From an optimization exercise on the open Yosys and OpenROAD flow, aimed at small area, a short achievable clock period and few clock cycles; shortcuts taken in it are not production practice.
At most, simulation tests tie the RTL to the original design; equivalence was not proved.
No activity file was given, so power comes from the tool's default toggle rates.

## run Z
## frame_engine
module frame_engine (
    input  wire        clk,
    input  wire        rst,           
    input  wire        cmd_valid,
    output wire        cmd_ready,
    input  wire [31:0] cmd_data,
    output reg         rsp_valid,
    output wire [31:0] rsp_data,
    output wire        frm_valid,
    input  wire        frm_ready,
    output wire [7:0]  frm_data,
    output wire        frm_first,
    output wire        frm_last
);
export LEC_CHECK = 0
export CAP_MARGIN = 20
export CELL_PAD_IN_SITES_DETAIL_PLACEMENT = 1
export CELL_PAD_IN_SITES_GLOBAL_PLACEMENT = 2
export CORE_MARGIN = 2
export CORE_UTILIZATION = 50
export SETUP_SLACK_MARGIN = 5
export SLEW_MARGIN = 20
create_clock -name core_clock -period 11.0 [get_ports {clk}]
run.sh (not shown) runs the stock make flow with config.mk's settings and CLKGATE_MAP_FILE= SYNTH_SCRIPT=/design/flow/synth_recipe.tcl, a recipe that flattens the netlist after the stock synthesis.
Testbench counts of run Z, summed over its fixed seeds: cycles 35,368.
Changes in run E relative to run Z:
--- a/flow/design.v
+++ b/flow/design.v
@@ -68,16 +68,17 @@
     reg        rk_ones, rk_crc, rk_stat;
     reg [2:0]  rsmall;
     reg [7:0]  h_d, n_d;
     reg        h_v, n_v;
     reg [6:0]  hoff;        
     reg [6:0]  hlast;       
-    wire [7:0] fa    = qhead + {6'd0, h_v & n_v, h_v ^ n_v};
+    reg  [7:0] fa;          
     wire [6:0] raddr = busy ? rd : fa[6:0];
     wire [7:0] rdata = ring[raddr];
-    assign cmd_ready = !busy && !(is_feed && !feed_ok);
+    reg        rdy;
+    assign cmd_ready = rdy;
     wire       fire      = cmd_valid && cmd_ready;
     wire       feed_fire = fire && is_feed;
     wire       rp_act    = busy && !cmode && xv;
     wire       st_act    = feed_fire || rp_act;
     wire [7:0] x = busy ? xr : cmd_data[7:0];
     wire       last = (rd == rend);           
@@ -107,14 +108,15 @@
                           4'b0, level, 5'b0, 4'b0, blen};
     assign rsp_data = rk_ones ? 32'hFFFFFFFF :
                       rk_crc  ? {16'h0, crc_reg} :
                       rk_stat ? status : {29'h0, rsmall};
     assign frm_valid = h_v;
     assign frm_data  = h_d;
-    assign frm_first = (hoff == 7'd0);
-    assign frm_last  = (hoff == hlast);
+    reg    first_r, last_r;   
+    assign frm_first = first_r;
+    assign frm_last  = last_r;
     wire   pop       = h_v && frm_ready;
     wire   fetch     = !busy && (fa != vtail) && !(h_v && n_v && !pop);
     wire       acc      = st_act && s_acc;
     wire       resp_now = (feed_fire && !restart) ||
                           (rp_act && last && !restart);
     wire [7:0] qt_acc   = qtail + {1'b0, blen} + 8'd1;
@@ -122,12 +124,18 @@
     wire [7:0] vtail_n  = resp_now ? qtail_n : vtail;
     wire [7:0] l_a  = level + (qtail - vtail);
     wire [7:0] l_b  = l_a + {1'b0, blen} + 8'd1;
     wire [7:0] l_s  = !resp_now ? level : (acc ? l_b : l_a);
     wire [7:0] l_sm = !resp_now ? level - 8'd1 : (acc ? l_b - 8'd1 : l_a - 8'd1);
     wire [7:0] level_n = pop ? l_sm : l_s;
+    wire f_s  = !resp_now ? (level <= 8'd60) : (acc ? (l_b <= 8'd60) : (l_a <= 8'd60));
+    wire f_sm = !resp_now ? (level <= 8'd61) : (acc ? (l_b <= 8'd61) : (l_a <= 8'd61));
+    wire a_s  = !resp_now ? (level != 8'd0) : (acc ? (l_b != 8'd0) : (l_a != 8'd0));
+    wire a_sm = !resp_now ? (level != 8'd1) : (acc ? (l_b != 8'd1) : (l_a != 8'd1));
+    wire a5ld = resp_now && !avail && (qtail_n != vtail);
+    wire busy_n = (feed_fire && restart) || (busy && !(rp_act && last && !restart));
     reg [6:0] blen_n, bend_n;
     always @(*) begin
         blen_n = blen;
         bend_n = bend;
         if (st_act) begin
             if (!cand) begin
@@ -160,35 +168,43 @@
             qhead     <= 8'd0;
             qtail     <= 8'd0;
             vtail     <= 8'd0;
             blen      <= 7'd0;
             bend      <= 7'd0;
             level     <= 8'd0;
+            fa        <= 8'd0;
             feed_ok   <= 1'b1;
+            rdy       <= 1'b1;
             avail     <= 1'b0;
             busy      <= 1'b0;
             cmode     <= 1'b0;
             xv        <= 1'b0;
             crc_reg   <= 16'hFFFF;
             illegal   <= 1'b0;
             rsp_valid <= 1'b0;
             h_v       <= 1'b0;
             n_v       <= 1'b0;
             hoff      <= 7'd0;
             hlast     <= 7'd127;
+            first_r   <= 1'b1;
+            last_r    <= 1'b0;
             nm_v      <= 1'b0;
         end else begin
             rsp_valid <= resp_now || (fire && !is_feed);
             qhead   <= qhead + {7'd0, pop};
             qtail   <= qtail_n;
             vtail   <= vtail_n;
             blen    <= blen_n;
             bend    <= bend_n;
             level   <= level_n;
-            feed_ok <= (level_n <= 8'd60);
-            avail   <= (level_n != 8'd0);
+            feed_ok <= pop ? f_sm : f_s;
+            rdy     <= !busy_n && ((pop ? f_sm : f_s) ||
+                                   (cmd_valid && !is_feed && !fire));
+            avail   <= pop ? a_sm : a_s;
+            if (a5ld || fetch)
+                fa <= fa + 8'd1;
             if (fire) begin
                 rk_ones <= !is_legal;
                 rk_crc  <= is_read;
                 rk_stat <= is_status;
                 rsmall  <= 3'd0;
                 if (!is_legal)
@@ -264,14 +280,19 @@
             end else if (busy && cmode && xv && last) begin
                 cmode <= 1'b0;
                 rd    <= jstart;
                 rend  <= bend_p1;
                 xv    <= 1'b0;
             end
-            if (pop) begin
-                hoff <= frm_last ? 7'd0 : hoff + 7'd1;
+            if (a5ld) begin
+                h_d <= P_MARKER0;
+                h_v <= 1'b1;
+            end else if (pop) begin
+                hoff    <= last_r ? 7'd0 : hoff + 7'd1;
+                first_r <= last_r;
+                last_r  <= !last_r && (hoff != 7'd4) && (hoff + 7'd1 == hlast);
                 if (hoff == 7'd4)
                     hlast <= {1'b0, h_d[3:0], 2'b11} + 7'd4;
                 if (n_v) begin
                     h_d <= n_d;
                     h_v <= 1'b1;
                     n_d <= rdata;
### Flow results
Relative to run Z, the switching share of total power of run E is higher by 4.1 points. A highest metal layer used by the detailed router of met5 is what run E shows, while met4 belongs to run Z. [compare] base=run Z new=run E: initial antenna violation count has increased; summed instance area of the synthesized netlist shows an increase of about 1.8%; multi-input combinational area share went up 0.74 points; data required time at the worst endpoint +2.58 ns; cell-internal power grew by about 10%. Note that the met3 routed wirelength recorded for run Z amounts to 0.863 times the value seen in run E.
Function not checked in run E: the RTL went through the layout flow alone.

==> afterwards: timing with drivers on the ports <==
How much do the figures lean on ideal ports? The routed layouts below were timed once more, with nothing changed but the port constraints. Step 1 assumes that a clkbuf_16 drives the clock port and a buf_2 every other input. Step 2 adds t to the input delays and takes it off the output delays; t is the mean of the earliest and latest rising clock arrival at the registers after step 1. Input paths then give back, and output paths get back, about the clock's delay inside the block. Slacks: ideal ports / drivers / drivers and shift; pairs: ideal ports / drivers.
| run | t (ns) | setup slack, ns | worst setup path at the end | latest minus earliest clock arrival (ns) | worst data-port slew with drivers (ns) |
|---|---|---|---|---|---|
| run Z | 0.809 | 5.104 / 5.087 / 4.434 | input to register | 0.033 / 0.032 | 0.04 |
| run E | 0.786 | 5.256 / 5.306 / 4.520 | input to register | 0.038 / 0.039 | 0.04 |
After both steps setup and hold are still met in every run listed. The setup slack of run E, which loses most, moves by +0.050 ns with the drivers and by -0.736 ns with both steps.
